What follows belongs to an exercise in optimizing a design on an open flow for small area, a short achievable clock period and few clock cycles; a production flow would make more cautious choices. The RTL was checked by simulation tests, not by an equivalence proof against the original design. Power is estimated from default activity; no workload was simulated.

## flow/run.sh

```bash
#!/bin/bash
# synth_recipe.tcl (not shown) runs the flow's synth.tcl, then flattens the netlist and writes it again
# the make line also repeats each setting of config.mk as NAME=value (left out here)
make -C /OpenROAD-flow-scripts/flow DESIGN_CONFIG=/design/flow/config.mk WORK_HOME=/design/flow/orfs CLKGATE_MAP_FILE= SYNTH_SCRIPT=/design/flow/synth_recipe.tcl finish
```

## flow/config.mk

```make
export PLATFORM = sky130hd
export DESIGN_NAME = hobd_core
export DESIGN_NICKNAME = hobd_core
export VERILOG_FILES = /design/flow/design.v
export SDC_FILE = /design/flow/constraint.sdc
export NUM_CORES = 4
export LEC_CHECK = 0
export CAP_MARGIN = 20
export CORE_MARGIN = 2
export CORE_UTILIZATION = 40
export SLEW_MARGIN = 20
```

## flow/constraint.sdc

```tcl
create_clock -name core_clock -period 10.0 [get_ports {clk}]
set_input_delay 2.0000 -clock core_clock [delete_from_list [all_inputs] [get_ports {clk}]]
set_output_delay 2.0000 -clock core_clock [all_outputs]
set_load 0.01 [all_outputs]
```

## flow/design.v

```verilog
module hobd_core (
    input             clk,
    input             rst,
    input             p_valid,
    input      [9:0]  p_word,
    output     [1:0]  p_resp,
    input             c_valid,
    input      [3:0]  c_op,
    output            c_ready,
    output            c_done,
    output     [1:0]  c_ref,
    output     [31:0] c_resp,
    output            tx_valid,
    output     [31:0] tx_id,
    output     [3:0]  tx_dlc,
    output     [63:0] tx_data,
    input             tx_fail,
    output            diag_valid,
    output     [7:0]  diag_code,
    output            msg_valid,
    output     [7:0]  msg_type,
    output     [7:0]  msg_len,
    output reg        rx_en
);
    localparam FRAME_SYNC = 8'hFA;
    localparam MSG_DATA   = 8'h36;
    localparam OP_NOP = 4'h0, OP_INIT = 4'h1, OP_ENABLE = 4'h2, OP_DISABLE = 4'h3,
               OP_UPDATE = 4'h4, OP_RB_INIT = 4'h5, OP_RB_FLUSH = 4'h6, OP_RB_GET = 4'h7,
               OP_DEC_STEP = 4'h8, OP_PUBLISH = 4'h9, OP_RD_STATUS = 4'hA, OP_RD_COUNT = 4'hB;
    localparam L_UNINIT = 2'd0, L_DISABLED = 2'd1, L_ENABLED = 2'd2;
    localparam D_IDLE = 2'd0, D_LEN = 2'd1, D_PAYLOAD = 2'd2, D_CSUM = 2'd3;
    localparam W_TYPE = 2'd0, W_HI = 2'd1, W_LO = 2'd2, W_SZ = 2'd3;
    localparam S_IDLE = 3'd0, S_UPD = 3'd1, S_PUB = 3'd2, S_STEP = 3'd3, S_GET = 3'd4;
    reg [7:0]  buf_mem [0:63];
    reg [5:0]  head, tail, dptr;
    reg [6:0]  count;                
    reg [6:0]  ucnt;                 
    reg        overflow, err;
    reg [1:0]  ds;                   
    reg [7:0]  dlm1;                 
    reg [7:0]  rem;                  
    reg [7:0]  nsum;                 
    reg [7:0]  mtype;
    reg        isdata;
    reg        wact;                 
    reg [1:0]  wf;                   
    reg        wdat;                 
    reg [7:0]  whi;                  
    reg [8:0]  wcand;                
    reg [8:0]  welem;                
    reg [6:0]  wk;                   
    reg [3:0]  wo;                   
    reg [7:0]  stg [0:91];           
    reg [8:0]  sflag;                
    reg        pending;              
    reg [7:0]  rec [0:91];           
    reg [6:0]  ready;
    reg [1:0]  seen4, seen6;         
    reg [1:0]  qcnt;                 
    reg [15:0] q0, q1;
    reg [1:0]  dcnt;                 
    reg        step_emit;
    reg [1:0]  life;
    reg [2:0]  state;
    reg        pub_upd;
    reg [6:0]  gsel;                 
    reg        psub;
    reg        fail_acc;
    reg        done_r;
    reg [1:0]  ref_r;
    reg [22:0] resp_r;
    function [8:0] eid_match(input [15:0] eid);
        begin
            eid_match = 9'd0;
            eid_match[0] = (eid == 16'h2010);
            eid_match[1] = (eid == 16'h8020);
            eid_match[2] = (eid == 16'h4020);
            eid_match[3] = (eid == 16'hC020);
            eid_match[4] = (eid == 16'h5040);
            eid_match[5] = (eid == 16'h5020);
            eid_match[6] = (eid == 16'hD010);
            eid_match[7] = (eid == 16'h1010);
            eid_match[8] = (eid == 16'h1060);
        end
    endfunction
    function [8:0] esz_ok(input [7:0] sz);
        begin
            esz_ok[0] = (sz == 8'd16);
            esz_ok[1] = (sz == 8'd12);
            esz_ok[2] = (sz == 8'd12);
            esz_ok[3] = (sz == 8'd12);
            esz_ok[4] = (sz == 8'd8);
            esz_ok[5] = (sz == 8'd4);
            esz_ok[6] = (sz == 8'd12);
            esz_ok[7] = (sz == 8'd12);
            esz_ok[8] = (sz == 8'd4);
        end
    endfunction
    function [3:0] rec_elem(input integer j);
        rec_elem = (j < 16) ? 4'd0 : (j < 28) ? 4'd1 : (j < 40) ? 4'd2 : (j < 52) ? 4'd3 :
                   (j < 60) ? 4'd4 : (j < 64) ? 4'd5 : (j < 76) ? 4'd6 : (j < 88) ? 4'd7 : 4'd8;
    endfunction
    function [3:0] rec_off(input integer j);
        rec_off = (j < 16) ? j : (j < 28) ? j - 16 : (j < 40) ? j - 28 : (j < 52) ? j - 40 :
                  (j < 60) ? j - 52 : (j < 64) ? j - 60 : (j < 76) ? j - 64 : (j < 88) ? j - 76 :
                  j - 88;
    endfunction
    function [6:0] prio_first(input [6:0] r);
        begin
            prio_first = 7'd0;
            if      (r[1]) prio_first[1] = 1'b1;
            else if (r[2]) prio_first[2] = 1'b1;
            else if (r[0]) prio_first[0] = 1'b1;
            else if (r[3]) prio_first[3] = 1'b1;
            else if (r[4]) prio_first[4] = 1'b1;
            else if (r[5]) prio_first[5] = 1'b1;
            else if (r[6]) prio_first[6] = 1'b1;
        end
    endfunction
    function [31:0] le4(input integer o);
        le4 = {rec[o], rec[o+1], rec[o+2], rec[o+3]};
    endfunction
    wire ring_full  = count[6];
    wire ring_empty = (count == 7'd0);
    wire ahead      = (count != ucnt);
    wire op_reserved = (c_op >= 4'hC);
    reg  op_refused;
    always @(*) begin
        case (c_op)
            OP_NOP, OP_INIT, OP_RD_STATUS: op_refused = 1'b0;
            OP_ENABLE, OP_RB_INIT, OP_RB_FLUSH: op_refused = (life != L_DISABLED);
            default: op_refused = (life == L_UNINIT);
        endcase
    end
    wire acc     = (state == S_IDLE) & c_valid;
    wire cmd_ok  = acc & ~op_reserved & ~op_refused;
    wire op_rst  = (c_op == OP_INIT) | (c_op == OP_DISABLE);
    wire op_rclr = op_rst | (c_op == OP_ENABLE) | (c_op == OP_RB_INIT) | (c_op == OP_RB_FLUSH);
    wire ring_clr = cmd_ok & op_rclr;
    wire upd_acc  = cmd_ok & (c_op == OP_UPDATE);
    wire pub_acc  = cmd_ok & (c_op == OP_PUBLISH);
    wire step_acc = cmd_ok & (c_op == OP_DEC_STEP);
    wire get_acc  = cmd_ok & (c_op == OP_RB_GET);
    wire rollback = ring_clr | step_acc | get_acc;
    wire [31:0] status = {9'd0, ready, 5'd0, 1'b0, (ahead ? D_IDLE : ds), 1'b0, ring_full,
                          ring_empty, err, overflow, rx_en, life};
    wire put_ok  = p_valid & rx_en & ~ring_full;
    wire put_ovf = p_valid & rx_en & ring_full;
    assign p_resp  = {~rx_en, rx_en & ring_full};
    assign c_ready = (state == S_IDLE);
    always @(posedge clk) begin
        if (put_ok)
            buf_mem[head] <= p_word[7:0];
    end
    wire [7:0] b = buf_mem[dptr];
    wire cmdm = upd_acc | (state == S_UPD) | (state == S_STEP);
    wire run_ok = (state == S_UPD) | (state == S_STEP) | upd_acc |
                  ((state == S_IDLE) & ~(c_valid & rollback) & (ahead | (ds == D_IDLE)));
    wire stall = (~cmdm & pending & (ds == D_LEN || ds == D_PAYLOAD)) |
                 ((qcnt == 2'd2) & (ds == D_CSUM)) |
                 ((dcnt == 2'd3) & (ds == D_LEN));
    wire dgo = (ucnt != 7'd0) & run_ok & ~stall;
    wire dispatch  = dgo & (ds == D_CSUM) & (b == nsum);
    wire diag_push = dgo & (ds == D_LEN) & (b > 8'd128);
    wire commit    = cmdm & (pending | (dispatch & isdata));
    wire sz_fits   = (b < rem);
    wire [8:0] sz_match = wcand & esz_ok(b);
    wire stg_we    = dgo & (ds == D_PAYLOAD) & wdat;
    wire [8:0] cm = commit ? sflag : 9'd0;
    wire [1:0] seen4_c = seen4 | {cm[5], cm[4]};
    wire [1:0] seen6_c = seen6 | {cm[8], cm[7]};
    wire [6:0] ready_c = ready | {&seen6_c, cm[6], &seen4_c, cm[3], cm[2], cm[1], cm[0]};
    wire       pub_on  = (state == S_PUB);
    wire [6:0] rest    = ready & ~gsel;
    wire       tx_more = (gsel != 7'd0) & (~psub | (rest != 7'd0));
    wire       q_more  = pub_upd & ((qcnt > 2'd1) | (dcnt > 2'd1));
    wire       pub_done = pub_on & ~tx_more & ~q_more;
    wire emit_ok = (((state == S_UPD) | pub_on) & pub_upd) | step_emit;
    wire q_pop   = emit_ok & (qcnt != 2'd0);
    wire d_pop   = emit_ok & (dcnt != 2'd0);
    assign tx_valid = pub_on & (gsel != 7'd0);
    reg [31:0] f_id;
    reg [3:0]  f_dlc;
    reg [63:0] f_data;
    always @(*) begin
        f_id   = 32'd0;
        f_dlc  = 4'd0;
        f_data = 64'd0;
        if (gsel[0]) begin  
            f_id   = f_id   | (psub ? 32'h085 : 32'h084);
            f_dlc  = f_dlc  | 4'd8;
            f_data = f_data | (psub ? {le4(12), le4(8)} : {le4(4), le4(0)});
        end
        if (gsel[1]) begin  
            f_id   = f_id   | (psub ? 32'h081 : 32'h080);
            f_dlc  = f_dlc  | (psub ? 4'd4 : 4'd8);
            f_data = f_data | (psub ? {32'd0, le4(24)} : {le4(20), le4(16)});
        end
        if (gsel[2]) begin  
            f_id   = f_id   | (psub ? 32'h083 : 32'h082);
            f_dlc  = f_dlc  | (psub ? 4'd4 : 4'd8);
            f_data = f_data | (psub ? {32'd0, le4(36)} : {le4(32), le4(28)});
        end
        if (gsel[3]) begin  
            f_id   = f_id   | (psub ? 32'h087 : 32'h086);
            f_dlc  = f_dlc  | (psub ? 4'd4 : 4'd8);
            f_data = f_data | (psub ? {32'd0, le4(48)} : {le4(44), le4(40)});
        end
        if (gsel[4]) begin  
            f_id   = f_id   | (psub ? 32'h089 : 32'h088);
            f_dlc  = f_dlc  | (psub ? 4'd4 : 4'd8);
            f_data = f_data | (psub ? {32'd0, le4(60)} : {le4(56), le4(52)});
        end
        if (gsel[5]) begin  
            f_id   = f_id   | (psub ? 32'h08B : 32'h08A);
            f_dlc  = f_dlc  | (psub ? 4'd4 : 4'd8);
            f_data = f_data | (psub ? {32'd0, le4(72)} : {le4(68), le4(64)});
        end
        if (gsel[6]) begin  
            f_id   = f_id   | (psub ? 32'h08D : 32'h08C);
            f_dlc  = f_dlc  | 4'd8;
            f_data = f_data | (psub ? {le4(88), rec[87], rec[86], rec[85], rec[84]}
                                    : {rec[83], rec[82], rec[80], rec[81], le4(76)});
        end
    end
    assign tx_id   = f_id;
    assign tx_dlc  = f_dlc;
    assign tx_data = f_data;
    assign c_done = done_r;
    assign c_ref  = ref_r;
    assign c_resp = {9'd0, resp_r};
    assign msg_valid = q_pop;
    assign msg_type  = q0[15:8];
    assign msg_len   = q0[7:0];
    assign diag_valid = put_ovf | d_pop;
    assign diag_code  = {6'd0, ~put_ovf, put_ovf};
    genvar gj;
    generate
        for (gj = 0; gj < 92; gj = gj + 1) begin : g_rec
            always @(posedge clk) begin
                if (stg_we && welem[rec_elem(gj)] && wo == rec_off(gj))
                    stg[gj] <= b;
                if (commit && sflag[rec_elem(gj)])
                    rec[gj] <= stg[gj];
            end
        end
    endgenerate
    always @(posedge clk) begin
        if (rst) begin
            life      <= L_UNINIT;
            rx_en     <= 1'b0;
            state     <= S_IDLE;
            done_r    <= 1'b0;
            ref_r     <= 2'd0;
            resp_r    <= 23'd0;
            head      <= 6'd0;
            tail      <= 6'd0;
            dptr      <= 6'd0;
            count     <= 7'd0;
            ucnt      <= 7'd0;
            overflow  <= 1'b0;
            err       <= 1'b0;
            ds        <= D_IDLE;
            pending   <= 1'b0;
            qcnt      <= 2'd0;
            dcnt      <= 2'd0;
            step_emit <= 1'b0;
            ready     <= 7'd0;
            seen4     <= 2'd0;
            seen6     <= 2'd0;
            gsel      <= 7'd0;
            psub      <= 1'b0;
            pub_upd   <= 1'b0;
            fail_acc  <= 1'b0;
        end else begin
            done_r    <= 1'b0;
            step_emit <= 1'b0;
            if (dgo) begin
                case (ds)
                    D_IDLE: if (b == FRAME_SYNC) ds <= D_LEN;
                    D_LEN: begin
                        dlm1  <= b - 8'd1;
                        rem   <= b;
                        nsum  <= 8'd0 - b;
                        wf    <= W_TYPE;
                        wdat  <= 1'b0;
                        wact  <= 1'b1;
                        sflag <= 9'd0;
                        if (b == 8'd0 || b > 8'd128) ds <= D_IDLE;
                        else                         ds <= D_PAYLOAD;
                    end
                    D_PAYLOAD: begin
                        nsum <= nsum - b;
                        rem  <= rem - 8'd1;
                        if (rem == 8'd1) ds <= D_CSUM;
                        if (wf == W_TYPE && !wdat) begin
                            mtype  <= b;
                            isdata <= (b == MSG_DATA);
                            wact   <= (b == MSG_DATA);
                            wf     <= W_HI;
                        end else if (wact) begin
                            if (wdat) begin
                                wo <= wo + 4'd1;
                                wk <= wk - 7'd1;
                                if (wk == 7'd1) wdat <= 1'b0;
                            end else begin
                                case (wf)
                                    W_HI: begin
                                        if (rem < 8'd3) wact <= 1'b0;
                                        whi <= b;
                                        wf  <= W_LO;
                                    end
                                    W_LO: begin
                                        wcand <= eid_match({whi, b});
                                        wf    <= W_SZ;
                                    end
                                    default: begin  
                                        wf <= W_HI;
                                        if (!sz_fits) begin
                                            wact <= 1'b0;
                                        end else if (b != 8'd0) begin
                                            wdat  <= 1'b1;
                                            wk    <= b[6:0];
                                            wo    <= 4'd0;
                                            welem <= sz_match;
                                            sflag <= sflag | sz_match;
                                        end
                                    end
                                endcase
                            end
                        end
                    end
                    default: ds <= D_IDLE;  
                endcase
            end
            if (commit)
                pending <= 1'b0;
            else if (dispatch & isdata)
                pending <= 1'b1;
            ready <= ready_c;
            seen4 <= seen4_c;
            seen6 <= seen6_c;
            case ({dispatch, q_pop})
                2'b10: begin
                    if (qcnt == 2'd0) q0 <= {mtype, dlm1};
                    else              q1 <= {mtype, dlm1};
                    qcnt <= qcnt + 2'd1;
                end
                2'b01: begin
                    q0   <= q1;
                    qcnt <= qcnt - 2'd1;
                end
                2'b11: begin
                    if (qcnt == 2'd1) q0 <= {mtype, dlm1};
                    else begin
                        q0 <= q1;
                        q1 <= {mtype, dlm1};
                    end
                end
                default: ;
            endcase
            dcnt <= dcnt + {1'b0, diag_push} - {1'b0, d_pop};
            if (put_ok) head <= head + 6'd1;
            if (dgo)    dptr <= dptr + 6'd1;
            ucnt <= ucnt + {6'd0, put_ok} - {6'd0, dgo};
            if (cmdm) begin
                tail  <= dptr + {5'd0, dgo};
                count <= ucnt - {6'd0, dgo};
            end else begin
                count <= count + {6'd0, put_ok};
            end
            if (put_ovf) overflow <= 1'b1;
            if (p_valid && rx_en && (p_word[8] || p_word[9])) err <= 1'b1;
            case (state)
            S_IDLE: if (c_valid) begin
                done_r <= 1'b1;
                ref_r  <= 2'd0;
                resp_r <= 23'd0;
                if (op_reserved) begin
                    ref_r <= 2'd2;
                end else if (op_refused) begin
                    ref_r <= 2'd1;
                end else begin
                    case (c_op)
                        OP_INIT, OP_DISABLE: begin
                            rx_en <= 1'b0;
                            life  <= L_DISABLED;
                        end
                        OP_ENABLE: begin
                            rx_en <= 1'b1;
                            life  <= L_ENABLED;
                        end
                        OP_RD_STATUS: resp_r <= status[22:0];
                        OP_RD_COUNT:  resp_r <= {16'd0, count};
                        OP_RB_GET: begin
                            done_r <= 1'b0;
                            state  <= S_GET;
                        end
                        OP_DEC_STEP: begin
                            done_r <= 1'b0;
                            state  <= S_STEP;
                        end
                        OP_UPDATE: begin
                            done_r   <= 1'b0;
                            pub_upd  <= 1'b1;
                            fail_acc <= 1'b0;
                            psub     <= 1'b0;
                            if (ucnt == 7'd0 || (ucnt == 7'd1 && dgo)) begin
                                gsel  <= prio_first(ready_c);
                                state <= S_PUB;
                            end else begin
                                state <= S_UPD;
                            end
                        end
                        OP_PUBLISH: begin
                            done_r   <= 1'b0;
                            pub_upd  <= 1'b0;
                            fail_acc <= 1'b0;
                            psub     <= 1'b0;
                            gsel     <= prio_first(ready);
                            state    <= S_PUB;
                        end
                        default: ;
                    endcase
                end
            end
            S_UPD: begin
                if (ucnt == 7'd0 || (ucnt == 7'd1 && dgo)) begin
                    gsel  <= prio_first(ready_c);
                    state <= S_PUB;
                end
            end
            S_PUB: begin
                if (tx_valid && tx_fail) fail_acc <= 1'b1;
                if (tx_valid) begin
                    if (psub) begin
                        psub <= 1'b0;
                        gsel <= prio_first(rest);
                        if (gsel[4]) seen4 <= 2'd0;
                        if (gsel[6]) seen6 <= 2'd0;
                        ready <= rest;
                    end else begin
                        psub <= 1'b1;
                    end
                end
                if (pub_done) begin
                    done_r <= 1'b1;
                    ref_r  <= 2'd0;
                    resp_r <= {13'd0, fail_acc | (tx_valid & tx_fail), 9'd0};
                    state  <= S_IDLE;
                end
            end
            S_STEP: begin
                done_r    <= 1'b1;
                step_emit <= 1'b1;
                resp_r    <= (ucnt == 7'd0) ? 23'h100 : {10'd0, dispatch, 4'd0, b};
                state     <= S_IDLE;
            end
            default: begin  
                done_r <= 1'b1;
                if (count == 7'd0) begin
                    resp_r <= 23'h100;
                end else begin
                    resp_r <= {15'd0, b};
                    tail   <= tail + 6'd1;
                    dptr   <= dptr + 6'd1;
                    count  <= count - 7'd1;
                    ucnt   <= ucnt - 7'd1;
                end
                state <= S_IDLE;
            end
            endcase
            if (rollback) begin
                dptr    <= tail;
                ucnt    <= count;
                pending <= 1'b0;
                qcnt    <= 2'd0;
                dcnt    <= 2'd0;
                if (ahead) ds <= D_IDLE;
            end
            if (ring_clr) begin
                head     <= 6'd0;
                tail     <= 6'd0;
                dptr     <= 6'd0;
                count    <= 7'd0;
                ucnt     <= 7'd0;
                overflow <= 1'b0;
                err      <= 1'b0;
            end
            if (cmd_ok && op_rst) begin
                ds    <= D_IDLE;
                ready <= 7'd0;
                seen4 <= 2'd0;
                seen6 <= 2'd0;
            end
        end
    end
endmodule
```

==> key figures, run 1 <==
Status
  • Status: no timing/DRC/antenna violations

Floorplan
  • Die ar.: 0.208 mm2
  • FP Rows: 165
  • Top Ports: 185
  • CORE AREA: 0.203 mm2
  • Die Y: 456 um
  • Initial Util: 40.3%
  • Die X: 456 um

GRT
  • Tot GR Track Use: 18.1%
  • Number of global-route vias before repair: 41200
  • GR Overflow Total: 0
  • Largest net degree at the start of global routing: 141
  • Antenna violations before repair: 0
  • Global-route wire length before repair: 279 mm

Cells and area
  • Fillers: 17000
  • Final core utilization: 45.8%
  • Synth-to-layout area growth: 13.5%
  • Share of cells above drive strength 1: 15.6%
  • Multi-input gate area: 0.0155 mm2
  • Net count, final: 4743
  • Most frequent cells in the layout: edfxtp_1 (2099), nor2_1 (313), clkbuf_16 (210)
  • Commonest non-fill, non-tap cell in the layout: edfxtp_1
  • Reg area: 0.0648 mm2

Power
  • Register share of total power: 50.8%
  • Comb pwr share: 12.6%
  • Pwr Total: 21.1 mW
  • Total leakage power: 29.1 nW
  • Clock share of power: 36.5%
  • Sw Ratio: 25.1%
  • Power Internal: 15.8 mW
  • VDD IR-drop max: 178 uV
  • Power Density: 227 mW/mm2
  • Switching pwr: 5.30 mW

Job
  • Maxcap violations: 0

Clocking
  • # Post-CTS Setup Buffers: 0
  • Gates resized, CTS repair: 0
  • Clock sinks: 2188
  • Worst skew pair latency: 0.86 ns
  • Clock-pin slew on the worst setup and hold paths: 0.07 ns
  • CTS max path bufs: 3
  • CTS Hold Bufs: 0
  • CTS tree: done
  • Cts bufs inserted: 208
  • H-tree depth: 4
  • Root buffer cell: clkbuf_16

Worst setup path
  • Worst Path Required: 10.46 ns
  • Crit Path Category: register to register
  • CP Launch Type: register
  • CP arrival: 8.06 ns
  • Crit. End Element: register
  • CP max FO: 59
  • Flop-to-flop setup slack: 2.40 ns

Synthesis
  • Post-synth top flop: edfxtp_1
  • Post-synthesis cell area: 0.0817 mm2
  • Synth cell types: 85
  • Yosys reg bits: 2188
  • Ys Warns: 3
  • Number of synthesized flops with an enable pin: 2099
  • Post-synthesis average cell area: 18.3 um2
  • Syn Inst Count: 4463
  • Async set or reset register ratio after synthesis: 0%
  • Fraction of the yosys area taken by sequential cells: 79.4%

STA
  • Total negative slack: 0 ns
  • Hold Violations, Final: 0
  • Slew Limit Fails: 0
  • Tmin final: 7.60 ns
  • F_max: 132 MHz
  • Rel. slew slack: 23.6%
  • Fin crit share: 76.0%
  • Setup Viol. Count Final: 0
  • Worst-Margin Slew: 1.15 ns
  • RSZ-0062 raised after global routing: no
  • Worst Skew: 0.0761 ns

Placed design
  • PortBufs: 135
  • Post-DP HPWL: 113 mm
  • Routability congestion estimate from global placement: 0.833

Drt
  • Post-Route WL: 191 mm
  • Total number of vias: 41000
  • WL per Instance: 25.5 um
  • First-pass DRT Iterations: 7
  • DRC errors left: 0
  • Via density: 5.46
  • Initial drt markers: 4565
  • Post-route ant nets: 0

Worst hold path
  • Hold WC Path Type: register to register
[per-layer routing]
layer	GRT usage, %	wire length (um)	share of wire (%)	up-vias
li1	-	-	-	18100
met1	24.6	81100	42	21300
met2	30.4	94900	50	1419
met3	2.83	11300	5.9	285
met4	4.41	4100	2.1	0
met5	0	0	0	-
[flip-flops by register name, indices dropped and copies added (netlist names), 9 cells and up]
name	count
q0	16
stg	736
resp_r	18
q1	16
buf_mem	512
wcand	9
sflag	9
rec	736
welem	9
[power groups by stage]
stage / clock [mW] / sequential (mW) / combinational, mW
after global routing: 8.18 / 10.7 / 2.87
final: 7.69 / 10.7 / 2.66
after floorplan: 0 / 10.8 / 1.66
after detailed placement: 0 / 10.9 / 2.69
after global placement: 0 / 10.9 / 2.66
after CTS: 7.83 / 10.7 / 2.70
[path summary, 6_finish.rpt]
path | cells after the start | from | end
hold / removal | 0 | stg[31][1]$_DFFE_PP_ | rec[31][1]$_DFFE_PP_
setup reg to reg | 14 | dptr[0]$_SDFF_PP0_ | rec[86][1]$_DFFE_PP_
setup / recovery | 14 | dptr[0]$_SDFF_PP0_ | rec[86][1]$_DFFE_PP_
hold reg to reg | 0 | stg[31][1]$_DFFE_PP_ | rec[31][1]$_DFFE_PP_
[synth_stat cells (all sizes together), types with 17 or more instances]
cell type,number,area (um2)
and2,37,231
nor2b,27,169
edfxtp,2099,63000
mux2i,17,170
nor3,28,155
mux4,135,3040
xnor2,36,315
mux2,179,2020
inv,70,263
a22oi,188,1410
ha,66,826
a21oi,140,701
buf,96,666
nor2,314,1180
a222oi,65,651
clkbuf,178,668
nand2b,28,175
dfxtp,89,1780
a221oi,76,696
o21ai,58,290
nand2,198,743
xor2,34,298
nand3,75,375
a211oi,37,278
[stage by stage]
| stage | hold WS, ns | area, um2 | worst slack, ns | std cells |
|---|---|---|---|---|
| after global routing | 0.371 | 92700 | 1.87 | 7507 |
| after global placement | 0.400 | 85900 | 2.45 | 7115 |
| after floorplan | 0.400 | 81800 | 1.57 | 4511 |
| after CTS | 0.368 | 92600 | 2.32 | 7504 |
| final | 0.369 | 92700 | 2.40 | 7508 |
| after detailed placement | 0.405 | 85900 | 2.36 | 7115 |
[critical path, stage by stage (launching register included)]
cell and delay (ns):
dfxtp_4 0.89, buf_4 0.49, mux4_2 0.56, mux4_2 0.47, a22o_1 0.30, a221oi_4 0.48, inv_4 0.43, ha_1 0.46
nand4_1 0.09, or3_1 0.41, nor4b_1 0.27, mux2i_1 0.20, nand2_1 0.56, and2_4 0.85, buf_4 0.59
[kinds of logic after synthesis]
logic type,synth area share (%)
flip-flops,79.4
AND/OR/NAND/NOR,4.46
AO/OA/AOI/OAI,5.99
buffers and inverters,1.96
multiplexers,6.40
XOR/XNOR,0.751
adder cells (fa/ha/maj),1.06
other,0.00459
[cell type report]
class	count	area share, %
clock buffers	290	6.14
clock inverters	99	1.09
multi-input cells	1979	16.7
inverters	70	0.294
diodes	1	0.00270
flip-flops and latches	2188	70.0
well taps	2672	3.61
repair buffers	209	2.15
Testbench counts, summed over its fixed seeds: cycles 39,367.
==> inputs of run 2 (changes only) <==
--- a/flow/design.v
+++ b/flow/design.v
@@ -34,4 +34,7 @@
     reg [7:0]  buf_mem [0:63];
     reg [5:0]  head, tail, dptr;
+    reg [5:0]  rptr;                 
+    reg [7:0]  bq;                   
+    reg        bqv;
     reg [6:0]  count;                
     reg [6:0]  ucnt;                 
@@ -153,5 +156,7 @@
             buf_mem[head] <= p_word[7:0];
     end
-    wire [7:0] b = buf_mem[dptr];
+    wire [7:0] rd_byte = buf_mem[rptr];
+    wire       fetch_avail = (ucnt != 7'd0) & ~((ucnt == 7'd1) & bqv);
+    wire [7:0] b = bq;
     wire cmdm = upd_acc | (state == S_UPD) | (state == S_STEP);
     wire run_ok = (state == S_UPD) | (state == S_STEP) | upd_acc |
@@ -160,5 +165,5 @@
                  ((qcnt == 2'd2) & (ds == D_CSUM)) |
                  ((dcnt == 2'd3) & (ds == D_LEN));
-    wire dgo = (ucnt != 7'd0) & run_ok & ~stall;
+    wire dgo = bqv & run_ok & ~stall;
     wire dispatch  = dgo & (ds == D_CSUM) & (b == nsum);
     wire diag_push = dgo & (ds == D_LEN) & (b > 8'd128);
@@ -166,5 +171,5 @@
     wire sz_fits   = (b < rem);
     wire [8:0] sz_match = wcand & esz_ok(b);
-    wire stg_we    = dgo & (ds == D_PAYLOAD) & wdat;
+    wire stg_we    = bqv & (ds == D_PAYLOAD) & wdat;
     wire [8:0] cm = commit ? sflag : 9'd0;
     wire [1:0] seen4_c = seen4 | {cm[5], cm[4]};
@@ -257,4 +262,6 @@
             tail      <= 6'd0;
             dptr      <= 6'd0;
+            rptr      <= 6'd0;
+            bqv       <= 1'b0;
             count     <= 7'd0;
             ucnt      <= 7'd0;
@@ -363,4 +370,17 @@
             if (put_ok) head <= head + 6'd1;
             if (dgo)    dptr <= dptr + 6'd1;
+            if (~bqv | dgo) begin
+                if (fetch_avail) begin
+                    bq   <= rd_byte;
+                    bqv  <= 1'b1;
+                    rptr <= rptr + 6'd1;
+                end else if (put_ok) begin
+                    bq   <= p_word[7:0];
+                    bqv  <= 1'b1;
+                    rptr <= rptr + 6'd1;
+                end else begin
+                    bqv  <= 1'b0;
+                end
+            end
             ucnt <= ucnt + {6'd0, put_ok} - {6'd0, dgo};
             if (cmdm) begin
@@ -451,5 +471,5 @@
                 end
             end
-            S_STEP: begin
+            S_STEP: if (ucnt == 7'd0 || bqv) begin
                 done_r    <= 1'b1;
                 step_emit <= 1'b1;
@@ -459,10 +479,12 @@
             default: begin  
                 done_r <= 1'b1;
+                bqv <= 1'b0;
                 if (count == 7'd0) begin
                     resp_r <= 23'h100;
                 end else begin
-                    resp_r <= {15'd0, b};
+                    resp_r <= {15'd0, rd_byte};
                     tail   <= tail + 6'd1;
                     dptr   <= dptr + 6'd1;
+                    rptr   <= rptr + 6'd1;
                     count  <= count - 7'd1;
                     ucnt   <= ucnt - 7'd1;
@@ -473,4 +495,6 @@
             if (rollback) begin
                 dptr    <= tail;
+                rptr    <= tail;
+                bqv     <= 1'b0;
                 ucnt    <= count;
                 pending <= 1'b0;
@@ -483,4 +507,6 @@
                 tail     <= 6'd0;
                 dptr     <= 6'd0;
+                rptr     <= 6'd0;
+                bqv      <= 1'b0;
                 count    <= 7'd0;
                 ucnt     <= 7'd0;
--- a/flow/config.mk
+++ b/flow/config.mk
@@ -6,6 +6,8 @@
 export NUM_CORES = 4
 export LEC_CHECK = 0
+export ABC_CLOCK_PERIOD_IN_PS = 5000
 export CAP_MARGIN = 20
 export CORE_MARGIN = 2
 export CORE_UTILIZATION = 40
+export SETUP_SLACK_MARGIN = 5
 export SLEW_MARGIN = 20
==> key figures, run 2 <==
Status
  • Status: no timing/DRC/antenna violations

Worst setup path
  • CP max FO: 26 (-56%)
  • Crit. End Element: output port
  • Worst R2R End: rec[69][2]$_DFFE_PP_
  • CP Launch Type: register
  • Crit Path Category: register to output port
  • Reg-to-Reg Start: bq[4]$_DFFE_PP_
  • Flop-to-flop setup slack: 5.18 ns (+2.78 ns)
  • CP arrival: 3.08 ns (-4.98 ns)
  • Worst Path Required: 8.00 ns (-2.46 ns)
  • R2R cell count: 10 (-4)

Cells and area
  • Synth-to-layout area growth: 16.3%
  • Largest regs: rec (736), stg (736), buf_mem (512)
  • Final core utilization: 46.8% (+1.0 points)
  • Commonest non-fill, non-tap cell in the layout: edfxtp_1
  • Share of cells above drive strength 1: 17.5% (+1.9 points)
  • Most frequent cells in the layout: edfxtp_1 (2107), nor2_1 (312), clkbuf_16 (222)
  • Net count, final: 4914 (+3.6%)

STA
  • Setup Viol. Count Final: 0 (unchanged)
  • Fin crit share: 50.8% (-25 points)
  • Worst-Margin Slew: 1.18 ns (+0.0308 ns)
  • Total negative slack: 0 ns (unchanged)
  • Worst Skew: 0.0960 ns (+0.0199 ns)
  • F_max: 197 MHz (+50%)
  • Tmin final: 5.08 ns (-2.52 ns)
  • Slew Limit Fails: 0 (unchanged)
  • Worst hold slack: 0.339 ns (-0.0295 ns)
  • Rel. slew slack: 21.6% (-2.1 points)
  • RSZ-0062 raised after global routing: yes
  • Hold Violations, Final: 0 (unchanged)

Synthesis
  • Ys Warns: 3 (unchanged)
  • Post-synth top flop: edfxtp_1
  • Most common library cells after synthesis: edfxtp_1 (2107), nor2_1 (336), nand2_1 (195)
  • Async set or reset register ratio after synthesis: 0% (unchanged)
  • Number of synthesized flops with an enable pin: 2107 (+0.38%)
  • Post-synthesis average cell area: 18.1 um2 (-0.89%)
  • Top cells by area, synth: edfxtp_1 (77%), mux4_2 (4.4%), dfxtp_1 (2.3%)
  • Fraction of the yosys area taken by sequential cells: 79.2% (-0.20 points)
  • Post-synth top area share: 76.8% (-0.35 points)
  • Post-synthesis cell area: 0.0823 mm2 (+0.84%)
  • Yosys reg bits: 2203 (+0.69%)
  • Top-count cell post-synth: edfxtp_1
  • Syn Inst Count: 4541 (+1.7%)
  • Largest area contributor in the netlist: edfxtp_1
  • Synth cell types: 90 (+5.9%)

Floorplan
  • Die X: 458 um (+0.42%)
  • Die ar.: 0.209 mm2 (+0.83%)
  • CORE AREA: 0.205 mm2 (+1.0%)
  • FP Rows: 166 (+0.61%)
  • Initial Util: 40.2% (-0.070 points)
  • Top Ports: 185 (unchanged)
  • Die Y: 458 um (+0.42%)

Worst hold path
  • HP Start: stg[70][7]$_DFFE_PP_
  • Hold Crit Depth: 0 (unchanged)
  • Hold WC Path Type: register to register
  • Hold Path Sink: rec[70][7]$_DFFE_PP_

Power
  • Comb pwr share: 11.4% (-1.2 points)
  • Switching pwr: 5.09 mW (-3.8%)
  • Clock share of power: 38.2% (+1.7 points)
  • Pwr Total: 21.0 mW (-0.29%)
  • Power Density: 219 mW/mm2 (-3.5%)
  • VDD IR-drop max: 187 uV (+5.2%)
  • Sw Ratio: 24.2% (-0.90 points)
  • Register share of total power: 50.4% (-0.4 points)
  • Power Internal: 15.9 mW (+0.90%)
  • Total leakage power: 30.1 nW (+3.7%)

Drt
  • Post-Route WL: 205 mm (+7.3%)
  • Via density: 5.51 (+0.87%)
  • Total number of vias: 42400 (+3.5%)
  • WL per Instance: 26.7 um (+4.6%)
  • Initial drt markers: 4649 (+1.8%)
  • DRC errors left: 0 (unchanged)
  • Post-route ant nets: 0 (unchanged)
  • First-pass DRT Iterations: 8 (+1)

Placed design
  • Routability congestion estimate from global placement: 0.875 (+5.1%)
  • PortBufs: 135 (unchanged)
  • Post-DP HPWL: 119 mm (+6.0%)

Clocking
  • H-tree depth: 4 (unchanged)
  • CTS tree: done
  • Cts bufs inserted: 215 (+3.4%)
  • Clock-pin slew on the worst setup and hold paths: 0.06 ns (about the same)
  • Worst skew pair latency: 0.87 ns (about the same)
  • Root buffer cell: clkbuf_16
  • Clock sinks: 2203 (+0.69%)
  • CTS max path bufs: 3 (unchanged)

GRT
  • Antenna violations before repair: 8 (+8)
  • GRT busiest layer: met2
  • GR Overflow Total: 0 (unchanged)
  • Met2 track demand over resource: 33.3% (+3.0 points)
  • Largest net degree at the start of global routing: 76 (-46%)
  • Number of global-route vias before repair: 42300 (+2.6%)
  • M3 GR Usage: 2.62% (-0.21 points)
  • Met1 Track Usage GR: 25.1% (+0.43 points)
  • Global-route wire length before repair: 295 mm (+5.7%)
  • Tot GR Track Use: 19.3% (+1.2 points)

Job
  • Maxcap violations: 0 (unchanged)
run 2: worst max path at each step:
stage                     slack (ns)                   to         startpoint  cells after the start
final                           4.92           tx_data[8]  psub$_SDFFE_PP0P_                      6
after CTS                       4.82          tx_data[18]  psub$_SDFFE_PP0P_                      6
after global placement          3.45     q1[11]$_DFFE_PP_            c_op[1]                     11
after floorplan                 4.86  rec[0][0]$_DFFE_PP_            c_op[0]                      5
after global routing            4.82      q1[9]$_DFFE_PP_            c_valid                     10
after detailed placement        3.27      q0[9]$_DFFE_PP_            c_op[1]                     13
run 2: logic make-up (layout without fill, tap and decap cells):
logic type      count (synthesis)  after routing  share of synthesized area (%)
fa+ha+maj                      70             70                           1.08
other cells                     1             53                        0.00455
buf+inv                       358            778                           1.95
compound gates                634            634                           5.37
xor+xnor                       72             72                          0.766
flops                        2203           2203                           79.2
simple gates                  850            850                           4.87
mux                           353            353                           6.79
run 2: metrics by stage:
| step | setup slack, ns | instances | area [um2] |
|---|---|---|---|
| floorplan | 4.86 | 4589 | 82600 |
| global placement | 3.45 | 7208 | 86600 |
| detailed placement | 3.27 | 7210 | 86600 |
| CTS | 4.82 | 7667 | 95200 |
| global route | 4.82 | 7699 | 95700 |
| finish | 4.92 | 7701 | 95700 |
run 2: power groups by stage:
| stage | sequential [mW] | clock [mW] | combinational (mW) |
|---|---|---|---|
| final | 10.6 | 8.02 | 2.39 |
| after global routing | 10.6 | 8.49 | 2.55 |
| after CTS | 10.6 | 8.15 | 2.37 |
| after detailed placement | 10.8 | 0 | 2.35 |
| after global placement | 10.8 | 0 | 2.32 |
| after floorplan | 10.9 | 0 | 1.33 |
run 2: timing repair:
item	4_1_cts	5_1_grt
endpoints found under the setup margin	465	180
hold buffers	0	0
endpoints found under the hold margin	0	0
pin swaps	32	16
setup buffers	45	27
cloned	11	2
gates resized for setup	249	68
run 2: area by class of cell:
cell class	count	area, um2
Multi-Input combinational cell	2028	16600
Timing Repair Buffer	299	3230
Antenna cell	4	10.0
Fill cell	17000	109000
Sequential cell	2203	65200
Inverter	77	319
Clock inverter	126	1210
Timing Repair inverter	1	5.00
Tap cell	2688	3360
Clock buffer	275	5800
run 2: per-layer routing:
metal	vias up	wire, um	share of wire [%]
li1	18500	-	-
met1	22100	82800	40
met2	1501	105000	51
met3	318	11600	5.7
met4	0	6350	3.1
met5	-	0	0
run 2: worst max-delay path, cell delays in order (launching register included):
cell and delay (ns):
dfxtp_4 0.39, buf_12 0.16, clkbuf_16 0.22, a221oi_2 0.25
a21oi_1 0.10, or4_1 0.57, clkdlybuf4s50_1 0.50
Testbench counts of run 2, summed over its fixed seeds: cycles 39,367.
==> inputs of run 3 (changes only) <==
--- a/flow/config.mk
+++ b/flow/config.mk
@@ -10,4 +10,6 @@
 export CORE_MARGIN = 2
 export CORE_UTILIZATION = 40
+export CTS_BUF_LIST = sky130_fd_sc_hd__clkbuf_8
+export CTS_CLUSTER_SIZE = 24
 export SETUP_SLACK_MARGIN = 5
 export SLEW_MARGIN = 20
==> key figures, run 3 <==
GRT
  • Number of global-route vias before repair: 43800 (+3.7%)
  • Global-route wire length before repair: 304 mm (+2.8%)
  • Tot GR Track Use: 19.8% (+0.56 points)
  • Largest net degree at the start of global routing: 76 (unchanged)
  • GR Overflow Total: 0 (unchanged)
  • Antenna violations before repair: 9 (+1)

Worst hold path
  • Hold Path Sink: rec[70][7]$_DFFE_PP_
  • Hold Crit Depth: 0 (unchanged)
  • HP Start: stg[70][7]$_DFFE_PP_
  • Hold WC Path Type: register to register

Synthesis
  • Yosys reg bits: 2203 (unchanged)
  • Most common library cells after synthesis: edfxtp_1 (2107), nor2_1 (336), nand2_1 (195)
  • Post-synthesis average cell area: 18.1 um2 (unchanged)
  • Top cells by area, synth: edfxtp_1 (77%), mux4_2 (4.4%), dfxtp_1 (2.3%)
  • Fraction of the yosys area taken by sequential cells: 79.2% (unchanged)
  • Post-synth top flop: edfxtp_1
  • Top-count cell post-synth: edfxtp_1
  • Async set or reset register ratio after synthesis: 0% (unchanged)
  • Synth cell types: 90 (unchanged)
  • Post-synthesis cell area: 0.0823 mm2 (unchanged)
  • Number of synthesized flops with an enable pin: 2107 (unchanged)
  • Ys Warns: 3 (unchanged)
  • Largest area contributor in the netlist: edfxtp_1
  • Syn Inst Count: 4541 (unchanged)
  • Post-synth top area share: 76.8% (unchanged)

Floorplan
  • CORE AREA: 0.205 mm2 (unchanged)
  • Die ar.: 0.209 mm2 (unchanged)
  • Die Y: 458 um (unchanged)
  • Initial Util: 40.2% (unchanged)
  • Die X: 458 um (unchanged)
  • Top Ports: 185 (unchanged)
  • FP Rows: 166 (unchanged)

STA
  • Rel. slew slack: 22.4% (+0.82 points)
  • RSZ-0062 raised after global routing: yes
  • Total negative slack: 0 ns (unchanged)
  • Tmin final: 5.10 ns (+0.0156 ns)
  • Slew Limit Fails: 0 (unchanged)
  • Worst-Margin Slew: 1.16 ns (-0.0123 ns)
  • Hold Violations, Final: 0 (unchanged)
  • F_max: 196 MHz (-0.31%)
  • Worst Skew: 0.141 ns (+0.0454 ns)
  • Fin crit share: 51.0% (+0.16 points)
  • Setup Viol. Count Final: 0 (unchanged)

Worst setup path
  • Crit Path Category: register to output port
  • Flop-to-flop setup slack: 5.30 ns (+0.12 ns)
  • Worst Path Required: 8.00 ns (about the same)
  • R2R cell count: 10 (unchanged)
  • Reg-to-Reg Start: bq[4]$_DFFE_PP_
  • CP Launch Type: register
  • CP max FO: 7 (-73%)
  • Worst R2R End: rec[69][2]$_DFFE_PP_
  • CP arrival: 3.10 ns (+0.02 ns)
  • Crit. End Element: output port

Drt
  • Post-Route WL: 212 mm (+3.1%)
  • Total number of vias: 43600 (+2.8%)
  • Via density: 5.45 (-1.0%)
  • DRC errors left: 0 (unchanged)
  • WL per Instance: 26.5 um (-0.79%)
  • Initial drt markers: 4558 (-2.0%)
  • First-pass DRT Iterations: 8 (unchanged)
  • Post-route ant nets: 0 (unchanged)

Clocking
  • Worst skew pair latency: 1.07 ns (+0.20 ns)
  • CTS tree: done
  • CTS max path bufs: 4 (+1)
  • Clock-pin slew on the worst setup and hold paths: 0.06 ns (about the same)
  • Clock sinks: 2203 (unchanged)
  • Cts bufs inserted: 373 (+73%)
  • H-tree depth: 5 (+1)
  • Root buffer cell: clkbuf_8

Status
  • Status: no timing/DRC/antenna violations

Cells and area
  • Fillers: 17000 (+0.11%)
  • Net count, final: 5121 (+4.2%)
  • Final core utilization: 47.3% (+0.46 points)
  • Largest regs: rec (736), stg (736), buf_mem (512)
  • Most frequent cells in the layout: edfxtp_1 (2107), clkbuf_8 (387), nor2_1 (306)
  • Synth-to-layout area growth: 17.4%
  • Commonest non-fill, non-tap cell in the layout: edfxtp_1
  • Share of cells above drive strength 1: 22.0% (+4.5 points)
  • Final Non-Filler Cells: 8001 (+3.9%)

Placed design
  • PortBufs: 135 (unchanged)
  • Placed cell count: 7210 (unchanged)
  • Routability congestion estimate from global placement: 0.875 (unchanged)
  • Post-DP HPWL: 119 mm (unchanged)

Power
  • VDD IR-drop max: 132 uV (-30%)
  • Power Density: 210 mW/mm2 (-4.5%)
  • Pwr Total: 20.3 mW (-3.5%)
  • Total leakage power: 31.1 nW (+3.1%)

Job
  • Maxcap violations: 0 (unchanged)
[run 3: metrics by stage]
stage,cell area [um2],hold slack [ns],setup WS [ns]
finish,96700,0.289,4.90
CTS,95900,0.294,4.79
global placement,86600,0.400,3.45
detailed placement,86600,0.405,3.27
global route,96700,0.314,4.80
floorplan,82600,0.400,4.86
[run 3: kinds of logic (layout without fill, tap and decap cells)]
logic type,Yosys count,count (layout),synth area share [%]
fa+ha+maj,70,70,1.08
flops,2203,2203,79.2
other cells,1,57,0.00455
mux,353,353,6.79
xor+xnor,72,72,0.766
compound gates,634,634,5.37
simple gates,850,850,4.87
buf+inv,358,1074,1.95
[run 3: worst max-delay path by stage]
stage / cells after the start / slack, ns / to / from
after floorplan: 5 / 4.86 / rec[0][0]$_DFFE_PP_ / c_op[0]
after global placement: 11 / 3.45 / q1[11]$_DFFE_PP_ / c_op[1]
after detailed placement: 13 / 3.27 / q0[9]$_DFFE_PP_ / c_op[1]
after CTS: 7 / 4.79 / tx_data[4] / psub$_SDFFE_PP0P_
after global routing: 9 / 4.80 / tx_data[31] / psub$_SDFFE_PP0P_
final: 8 / 4.90 / tx_data[0] / psub$_SDFFE_PP0P_
[run 3: final cells by class]
class	count	area [um2]	share of cell area (%)
well taps	2688	3360	3.48
flip-flops and latches	2203	65200	67.5
inverters	77	320	0.331
clock buffers	387	5330	5.51
repair buffers	348	4080	4.22
diodes	8	20.0	0.0207
repair inverters	1	5.00	0.00518
multi-input cells	2028	17000	17.6
clock inverters	261	1290	1.34
[run 3: worst max-delay path: stages, from the launching register on]
cell and delay (ns):
dfxtp_4 0.40, buf_12 0.17, buf_8 0.13, buf_16 0.13, buf_6 0.10, mux2i_2 0.21, o22ai_2 0.13, or4_4 0.60
buf_6 0.15
[run 3: layer usage]
metal	routed length, um	part of all wire [%]	vias up	GRT usage (%)
met3	13200	6.2	394	3.29
met4	7230	3.4	0	7.56
li1	-	-	19000	-
met1	84200	40	22500	25.4
met5	0	0	-	0
met2	107000	51	1711	33.8
[run 3: where the power goes]
group          internal [mW]  switching, mW
Sequential              10.5         0.0924
Combinational          0.857           1.53
Clock                   3.79           3.49
[run 3: what timing repair did]
action	4_1_cts	5_1_grt
resized for setup	500	105
pin swaps	95	35
endpoints found under the setup margin	251	115
buffers inserted	77	28
hold buffers	0	0
gates cloned	24	6
==> inputs of run 4 (changes only) <==
--- a/flow/design.v
+++ b/flow/design.v
@@ -69,4 +69,6 @@
     reg [6:0]  gsel;                 
     reg        psub;
+    reg [6:0]  fs0, fs1;             
+    reg        txv;
     reg        fail_acc;
     reg        done_r;
@@ -160,7 +162,7 @@
     wire [7:0] b = bq;
     wire cmdm = upd_acc | (state == S_UPD) | (state == S_STEP);
-    wire run_ok = (state == S_UPD) | (state == S_STEP) | upd_acc |
-                  ((state == S_IDLE) & ~(c_valid & rollback) & (ahead | (ds == D_IDLE)));
-    wire stall = (~cmdm & pending & (ds == D_LEN || ds == D_PAYLOAD)) |
+    wire run_ok = (state == S_UPD) | (state == S_STEP) |
+                  ((state == S_IDLE) & (ahead | (ds == D_IDLE)));
+    wire stall = (pending & (ds == D_LEN || ds == D_PAYLOAD)) |
                  ((qcnt == 2'd2) & (ds == D_CSUM)) |
                  ((dcnt == 2'd3) & (ds == D_LEN));
@@ -184,5 +186,5 @@
     wire q_pop   = emit_ok & (qcnt != 2'd0);
     wire d_pop   = emit_ok & (dcnt != 2'd0);
-    assign tx_valid = pub_on & (gsel != 7'd0);
+    assign tx_valid = txv;
     reg [31:0] f_id;
     reg [3:0]  f_dlc;
@@ -192,39 +194,73 @@
         f_dlc  = 4'd0;
         f_data = 64'd0;
-        if (gsel[0]) begin  
-            f_id   = f_id   | (psub ? 32'h085 : 32'h084);
+        if (fs0[0]) begin  
+            f_id   = f_id   | 32'h084;
             f_dlc  = f_dlc  | 4'd8;
-            f_data = f_data | (psub ? {le4(12), le4(8)} : {le4(4), le4(0)});
+            f_data = f_data | {le4(4), le4(0)};
         end
-        if (gsel[1]) begin  
-            f_id   = f_id   | (psub ? 32'h081 : 32'h080);
-            f_dlc  = f_dlc  | (psub ? 4'd4 : 4'd8);
-            f_data = f_data | (psub ? {32'd0, le4(24)} : {le4(20), le4(16)});
-        end
-        if (gsel[2]) begin  
-            f_id   = f_id   | (psub ? 32'h083 : 32'h082);
-            f_dlc  = f_dlc  | (psub ? 4'd4 : 4'd8);
-            f_data = f_data | (psub ? {32'd0, le4(36)} : {le4(32), le4(28)});
-        end
-        if (gsel[3]) begin  
-            f_id   = f_id   | (psub ? 32'h087 : 32'h086);
-            f_dlc  = f_dlc  | (psub ? 4'd4 : 4'd8);
-            f_data = f_data | (psub ? {32'd0, le4(48)} : {le4(44), le4(40)});
-        end
-        if (gsel[4]) begin  
-            f_id   = f_id   | (psub ? 32'h089 : 32'h088);
-            f_dlc  = f_dlc  | (psub ? 4'd4 : 4'd8);
-            f_data = f_data | (psub ? {32'd0, le4(60)} : {le4(56), le4(52)});
-        end
-        if (gsel[5]) begin  
-            f_id   = f_id   | (psub ? 32'h08B : 32'h08A);
-            f_dlc  = f_dlc  | (psub ? 4'd4 : 4'd8);
-            f_data = f_data | (psub ? {32'd0, le4(72)} : {le4(68), le4(64)});
+        if (fs1[0]) begin
+            f_id   = f_id   | 32'h085;
+            f_dlc  = f_dlc  | 4'd8;
+            f_data = f_data | {le4(12), le4(8)};
+        end
+        if (fs0[1]) begin  
+            f_id   = f_id   | 32'h080;
+            f_dlc  = f_dlc  | 4'd8;
+            f_data = f_data | {le4(20), le4(16)};
+        end
+        if (fs1[1]) begin
+            f_id   = f_id   | 32'h081;
+            f_dlc  = f_dlc  | 4'd4;
+            f_data = f_data | {32'd0, le4(24)};
+        end
+        if (fs0[2]) begin  
+            f_id   = f_id   | 32'h082;
+            f_dlc  = f_dlc  | 4'd8;
+            f_data = f_data | {le4(32), le4(28)};
+        end
+        if (fs1[2]) begin
+            f_id   = f_id   | 32'h083;
+            f_dlc  = f_dlc  | 4'd4;
+            f_data = f_data | {32'd0, le4(36)};
+        end
+        if (fs0[3]) begin  
+            f_id   = f_id   | 32'h086;
+            f_dlc  = f_dlc  | 4'd8;
+            f_data = f_data | {le4(44), le4(40)};
+        end
+        if (fs1[3]) begin
+            f_id   = f_id   | 32'h087;
+            f_dlc  = f_dlc  | 4'd4;
+            f_data = f_data | {32'd0, le4(48)};
+        end
+        if (fs0[4]) begin  
+            f_id   = f_id   | 32'h088;
+            f_dlc  = f_dlc  | 4'd8;
+            f_data = f_data | {le4(56), le4(52)};
+        end
+        if (fs1[4]) begin
+            f_id   = f_id   | 32'h089;
+            f_dlc  = f_dlc  | 4'd4;
+            f_data = f_data | {32'd0, le4(60)};
+        end
+        if (fs0[5]) begin  
+            f_id   = f_id   | 32'h08A;
+            f_dlc  = f_dlc  | 4'd8;
+            f_data = f_data | {le4(68), le4(64)};
+        end
+        if (fs1[5]) begin
+            f_id   = f_id   | 32'h08B;
+            f_dlc  = f_dlc  | 4'd4;
+            f_data = f_data | {32'd0, le4(72)};
+        end
+        if (fs0[6]) begin  
+            f_id   = f_id   | 32'h08C;
+            f_dlc  = f_dlc  | 4'd8;
+            f_data = f_data | {rec[83], rec[82], rec[80], rec[81], le4(76)};
         end
-        if (gsel[6]) begin  
-            f_id   = f_id   | (psub ? 32'h08D : 32'h08C);
+        if (fs1[6]) begin
+            f_id   = f_id   | 32'h08D;
             f_dlc  = f_dlc  | 4'd8;
-            f_data = f_data | (psub ? {le4(88), rec[87], rec[86], rec[85], rec[84]}
-                                    : {rec[83], rec[82], rec[80], rec[81], le4(76)});
+            f_data = f_data | {le4(88), rec[87], rec[86], rec[85], rec[84]};
         end
     end
@@ -278,4 +314,7 @@
             gsel      <= 7'd0;
             psub      <= 1'b0;
+            fs0       <= 7'd0;
+            fs1       <= 7'd0;
+            txv       <= 1'b0;
             pub_upd   <= 1'b0;
             fail_acc  <= 1'b0;
@@ -428,4 +467,7 @@
                             if (ucnt == 7'd0 || (ucnt == 7'd1 && dgo)) begin
                                 gsel  <= prio_first(ready_c);
+                                fs0   <= prio_first(ready_c);
+                                fs1   <= 7'd0;
+                                txv   <= (ready_c != 7'd0);
                                 state <= S_PUB;
                             end else begin
@@ -439,4 +481,7 @@
                             psub     <= 1'b0;
                             gsel     <= prio_first(ready);
+                            fs0      <= prio_first(ready);
+                            fs1      <= 7'd0;
+                            txv      <= (ready != 7'd0);
                             state    <= S_PUB;
                         end
@@ -448,4 +493,7 @@
                 if (ucnt == 7'd0 || (ucnt == 7'd1 && dgo)) begin
                     gsel  <= prio_first(ready_c);
+                    fs0   <= prio_first(ready_c);
+                    fs1   <= 7'd0;
+                    txv   <= (ready_c != 7'd0);
                     state <= S_PUB;
                 end
@@ -457,4 +505,7 @@
                         psub <= 1'b0;
                         gsel <= prio_first(rest);
+                        fs0  <= prio_first(rest);
+                        fs1  <= 7'd0;
+                        txv  <= (rest != 7'd0);
                         if (gsel[4]) seen4 <= 2'd0;
                         if (gsel[6]) seen6 <= 2'd0;
@@ -462,4 +513,6 @@
                     end else begin
                         psub <= 1'b1;
+                        fs0  <= 7'd0;
+                        fs1  <= gsel;
                     end
                 end
@@ -501,5 +554,5 @@
                 qcnt    <= 2'd0;
                 dcnt    <= 2'd0;
-                if (ahead) ds <= D_IDLE;
+                ds      <= ahead ? D_IDLE : ds;
             end
             if (ring_clr) begin
==> flow/flow/run.sh (new file) <==
#!/bin/bash
set -euo pipefail
cd "$(dirname "$0")/.."
bash standard.sh SETUP_SLACK_MARGIN=5.4 \
  "BUFFER_PORTS_ARGS=-buffer_cell sky130_fd_sc_hd__buf_4" finish > flow_make.log 2>&1
==> flow/standard.sh (new file) <==
#!/bin/bash
# synth_recipe.tcl (not shown) runs the flow's synth.tcl, then flattens the netlist and writes it again
# the make line also repeats each setting of config.mk as NAME=value (left out here)
make -C /OpenROAD-flow-scripts/flow DESIGN_CONFIG=/design/flow/config.mk WORK_HOME=/design/flow/orfs CLKGATE_MAP_FILE= SYNTH_SCRIPT=/design/flow/synth_recipe.tcl "${@:-finish}"
--- a/flow/config.mk
+++ b/flow/config.mk
@@ -10,6 +10,4 @@
 export CORE_MARGIN = 2
 export CORE_UTILIZATION = 40
-export CTS_BUF_LIST = sky130_fd_sc_hd__clkbuf_8
-export CTS_CLUSTER_SIZE = 24
 export SETUP_SLACK_MARGIN = 5
 export SLEW_MARGIN = 20
removed: flow/run.sh
==> key figures, run 4 <==
Cells and area
  • Largest regs: rec (736), stg (736), buf_mem (512)
  • Commonest non-fill, non-tap cell in the layout: edfxtp_1
  • Reg area: 0.0656 mm2 (+0.49%)
  • # diodes: 0 (-8)
  • Net count, final: 4828 (-5.7%)
  • Multi-input gate area: 0.0158 mm2 (-7.2%)
  • Synth-to-layout area growth: 16.9%
  • Fillers: 16800 (-1.4%)
  • Share of cells above drive strength 1: 21.0% (-1.0 points)
  • Final Non-Filler Cells: 7598 (-5.0%)
  • Most frequent cells in the layout: edfxtp_1 (2107), nor2_1 (312), buf_4 (238)
  • Final core utilization: 47.1% (-0.16 points)

Clocking
  • Root buffer cell: clkbuf_16
  • CTS tree: done
  • Clock sinks: 2218 (+0.68%)
  • CTS max path bufs: 3 (-1)
  • H-tree depth: 4 (-1)
  • Cts bufs inserted: 209 (-44%)
  • Clock-pin slew on the worst setup and hold paths: 0.07 ns (about the same)
  • Worst skew pair latency: 0.87 ns (-0.20 ns)

STA
  • Worst Skew: 0.0739 ns (-0.0675 ns)
  • Fin crit share: 46.5% (-4.5 points)
  • Setup Viol. Count Final: 0 (unchanged)
  • Rel. slew slack: 15.0% (-7.4 points)
  • RSZ-0062 raised after global routing: yes
  • Hold Violations, Final: 0 (unchanged)
  • Total negative slack: 0 ns (unchanged)
  • Slew Limit Fails: 0 (unchanged)
  • Worst-Margin Slew: 1.27 ns (+0.106 ns)
  • Tmin final: 4.65 ns (-0.448 ns)
  • F_max: 215 MHz (+9.6%)

Status
  • Status: no timing/DRC/antenna violations

Synthesis
  • Post-synthesis cell area: 0.0816 mm2 (-0.91%)
  • Largest family of logic cells by synthesized area: compound AO/OA/AOI/OAI gates
  • XOR/XNOR Fraction of Synth Area: 0.805% (+0.039 points)
  • Top cells by area, synth: edfxtp_1 (78%), mux4_2 (4.6%), dfxtp_1 (2.7%)
  • Number of synthesized flops with an enable pin: 2107 (unchanged)
  • Yosys reg bits: 2218 (+0.68%)
  • Synth Area in Compound Gates: 6.19% (+0.82 points)
  • Synth cell types: 83 (-7.8%)
  • Post-synth top area share: 77.6% (+0.71 points)
  • Largest area contributor in the netlist: edfxtp_1
  • Post-synth top flop: edfxtp_1
  • Fraction of the yosys area taken by sequential cells: 80.3% (+1.1 points)
  • Adder-cell share of the synthesized area: 1.06% (-0.021 points)
  • Multiplexer share of the synthesized area: 5.03% (-1.8 points)
  • Top-count cell post-synth: edfxtp_1
  • Most common library cells after synthesis: edfxtp_1 (2107), nor2_1 (326), nand2_1 (199)
  • Post-synthesis average cell area: 18.5 um2 (+1.9%)
  • Syn Inst Count: 4415 (-2.8%)
  • Ys Warns: 3 (unchanged)
  • Simple-Gate Fraction of Synth Area: 4.77% (-0.11 points)
  • Async set or reset register ratio after synthesis: 0% (unchanged)

Worst hold path
  • Hold WC Path Type: register to register

GRT
  • Number of global-route vias before repair: 41700 (-5.0%)
  • GR Overflow Total: 0 (unchanged)
  • Largest net degree at the start of global routing: 97 (+28%)
  • Tot GR Track Use: 20.1% (+0.30 points)
  • Global-route wire length before repair: 303 mm (-0.26%)
  • Antenna violations before repair: 2 (-7)

Floorplan
  • FP Rows: 165 (-0.60%)
  • Die ar.: 0.208 mm2 (-0.90%)
  • Die X: 456 um (-0.45%)
  • Top Ports: 185 (unchanged)
  • Initial Util: 40.3% (about the same)
  • CORE AREA: 0.203 mm2 (-1.0%)
  • Die Y: 456 um (-0.45%)

Worst setup path
  • CP arrival: 2.65 ns (-0.45 ns)
  • Slowest cell on crit path: dfxtp_4
  • CP cell instances: bufbuf_16, a22oi_1, nand2_1, a221oi_2, nand4_1, buf_4
  • Flop-to-flop setup slack: 5.55 ns (+0.25 ns)
  • CP Launch Type: register
  • CP max FO: 7 (unchanged)
  • CP endpoint: tx_data[1]
  • Crit. End Element: output port
  • Worst R2R End: q1[1]$_DFFE_PP_
  • R2R cell count: 10 (unchanged)
  • CP peak stage delay: 0.41 ns (-0.19 ns)
  • Worst Path Required: 8.00 ns (about the same)
  • Critical path origin: fs1[6]$_SDFFE_PP0P_
  • Crit Path Category: register to output port
  • Reg-to-Reg Start: count[4]$_SDFF_PP0_

Placed design
  • PortBufs: 135 (unchanged)
  • Post-DP HPWL: 117 mm (-2.2%)
  • Placed cell count: 7081 (-1.8%)
  • Routability congestion estimate from global placement: 0.829 (-5.3%)

Drt
  • Initial drt markers: 5257 (+15%)
  • Total number of vias: 42900 (-1.7%)
  • Via density: 5.65 (+3.5%)
  • Top sig layer: met4
  • WL met3: 17.1 mm (+30%)
  • Met1 wire length: 85.9 mm (+2.1%)
  • Post-Route WL: 218 mm (+3.0%)
  • First-pass DRT Iterations: 6 (-2)
  • WL per Instance: 28.7 um (+8.5%)
  • Post-route ant nets: 0 (unchanged)
  • Metal2 WL: 108 mm (+0.80%)
  • DRC errors left: 0 (unchanged)

Job
  • Maxcap violations: 0 (unchanged)

Power
  • Total leakage power: 30.6 nW (-1.6%)
  • Power Density: 220 mW/mm2 (+4.9%)
  • VDD IR-drop max: 185 uV (+41%)
==> run 4: changes by cell type after synthesis, sizes merged, moves of 22 or more <==
cell    delta
a22o      +64
nand4     +30
mux2i    -144
a21oi     -52
o22ai     -47
buf       -22
a22oi     +28
a221oi    +62
or4       -28
==> run 4: how the worst min path moves through the flow <==
stage	start	end	slack, ns	depth (start not counted)
floorplan	stg[0][0]$_DFFE_PP_	rec[0][0]$_DFFE_PP_	0.40	0
CTS	stg[33][6]$_DFFE_PP_	rec[33][6]$_DFFE_PP_	0.37	0
global route	stg[44][3]$_DFFE_PP_	rec[44][3]$_DFFE_PP_	0.37	0
finish	stg[44][3]$_DFFE_PP_	rec[44][3]$_DFFE_PP_	0.36	0
detailed placement	stg[0][2]$_DFFE_PP_	rec[0][2]$_DFFE_PP_	0.40	0
global placement	stg[86][0]$_DFFE_PP_	rec[86][0]$_DFFE_PP_	0.40	0
==> run 4: cell type report <==
cell class / count / area share, %
sequential: 2218 / 68.7
multi-input combinational: 1914 / 16.6
clock buffer: 256 / 5.78
timing repair buffer: 323 / 3.68
tap: 2672 / 3.50
clock inverter: 140 / 1.45
inverter: 75 / 0.295
==> run 4: power by group <==
group / switching (mW) / total (mW) / internal, mW
Sequential: 0.113 / 10.7 / 10.6
Combinational: 1.51 / 2.35 / 0.833
Clock: 3.48 / 7.94 / 4.45
==> run 4: critical path: cells and delay by family, from the launching register on <==
family | cells | cell delay [ns]
AO/OA/AOI/OAI | 2 | 0.39
AND/OR/NAND/NOR | 2 | 0.42
buffers and inverters | 2 | 0.56
flip-flops | 1 | 0.41
==> run 4: kinds of logic after synthesis <==
logic type	after synthesis
DFF	2218
muxes	198
adders and majority gates	68
buffers and inverters	339
xor gates and xnor gates	75
AOI/OAI and AO/OA	674
other	1
and+or+nand+nor	842
==> run 4: metrics by stage <==
stage          power, mW  cell area (um2)  hold slack, ns  setup WS, ns
2_1_floorplan       12.3            81800           0.400          4.14
3_3_place_gp        13.2            85600           0.400          3.93
3_5_place_dp        13.2            85600           0.405          3.91
4_1_cts             21.1            94400           0.367          5.26
5_1_grt             21.6            95400           0.369          5.25
6_report            21.0            95400           0.363          5.35
==> run 4: metal layers <==
layer,vias to the layer above,GRT usage (%)
met4,0,6.72
met3,328,3.48
met5,-,0
met1,22200,26.8
met2,2046,33.5
li1,18300,-
==> run 4: timing repair <==
action                                  4_1_cts  5_1_grt
pin swaps                                    46       44
endpoints found under the setup margin      424      250
buffers inserted                             56       31
cloned                                       20       11
resized for setup                           164       85
endpoints found under the hold margin         0        0
hold buffers                                  0        0
Testbench counts of run 4, summed over its fixed seeds: cycles 39,367.

[port drivers added, routing unchanged]
The flow's constraints put no driver on any port. The routed layouts listed below were extracted and timed again, unchanged, in two steps. Step 1, drivers: a clkbuf_16 drives clk and a buf_2 each remaining input, both assumed. Step 2 adds t to the input delays and takes it off the output delays; t is the mean of the earliest and latest rising clock arrival at the registers after step 1. Input paths then give back, and output paths get back, about the clock's delay inside the block. a / b / c = ideal ports / drivers / drivers and shift; a / b = the first two.
| run | t (ns) | setup slack, ns | worst setup path after step 2 | latest minus earliest clock arrival (ns) | worst register clock-pin slew, ns |
|---|---|---|---|---|---|
| run 1 | 0.906 | 2.402 / 2.402 / 2.402 | register to register | 0.077 / 0.076 | 0.07 / 0.07 |
| run 2 | 0.902 | 4.919 / 4.843 / 4.021 | input to register | 0.097 / 0.097 | 0.07 / 0.07 |
| run 3 | 1.074 | 4.903 / 4.831 / 3.998 | input to register | 0.154 / 0.154 | 0.07 / 0.07 |
| run 4 | 0.917 | 5.351 / 5.265 / 4.621 | input to register | 0.078 / 0.078 | 0.07 / 0.07 |
After both steps setup and hold are still met in every run listed. The setup slack of run 3, which loses most, moves by -0.072 ns with the drivers and by -0.905 ns with both steps.
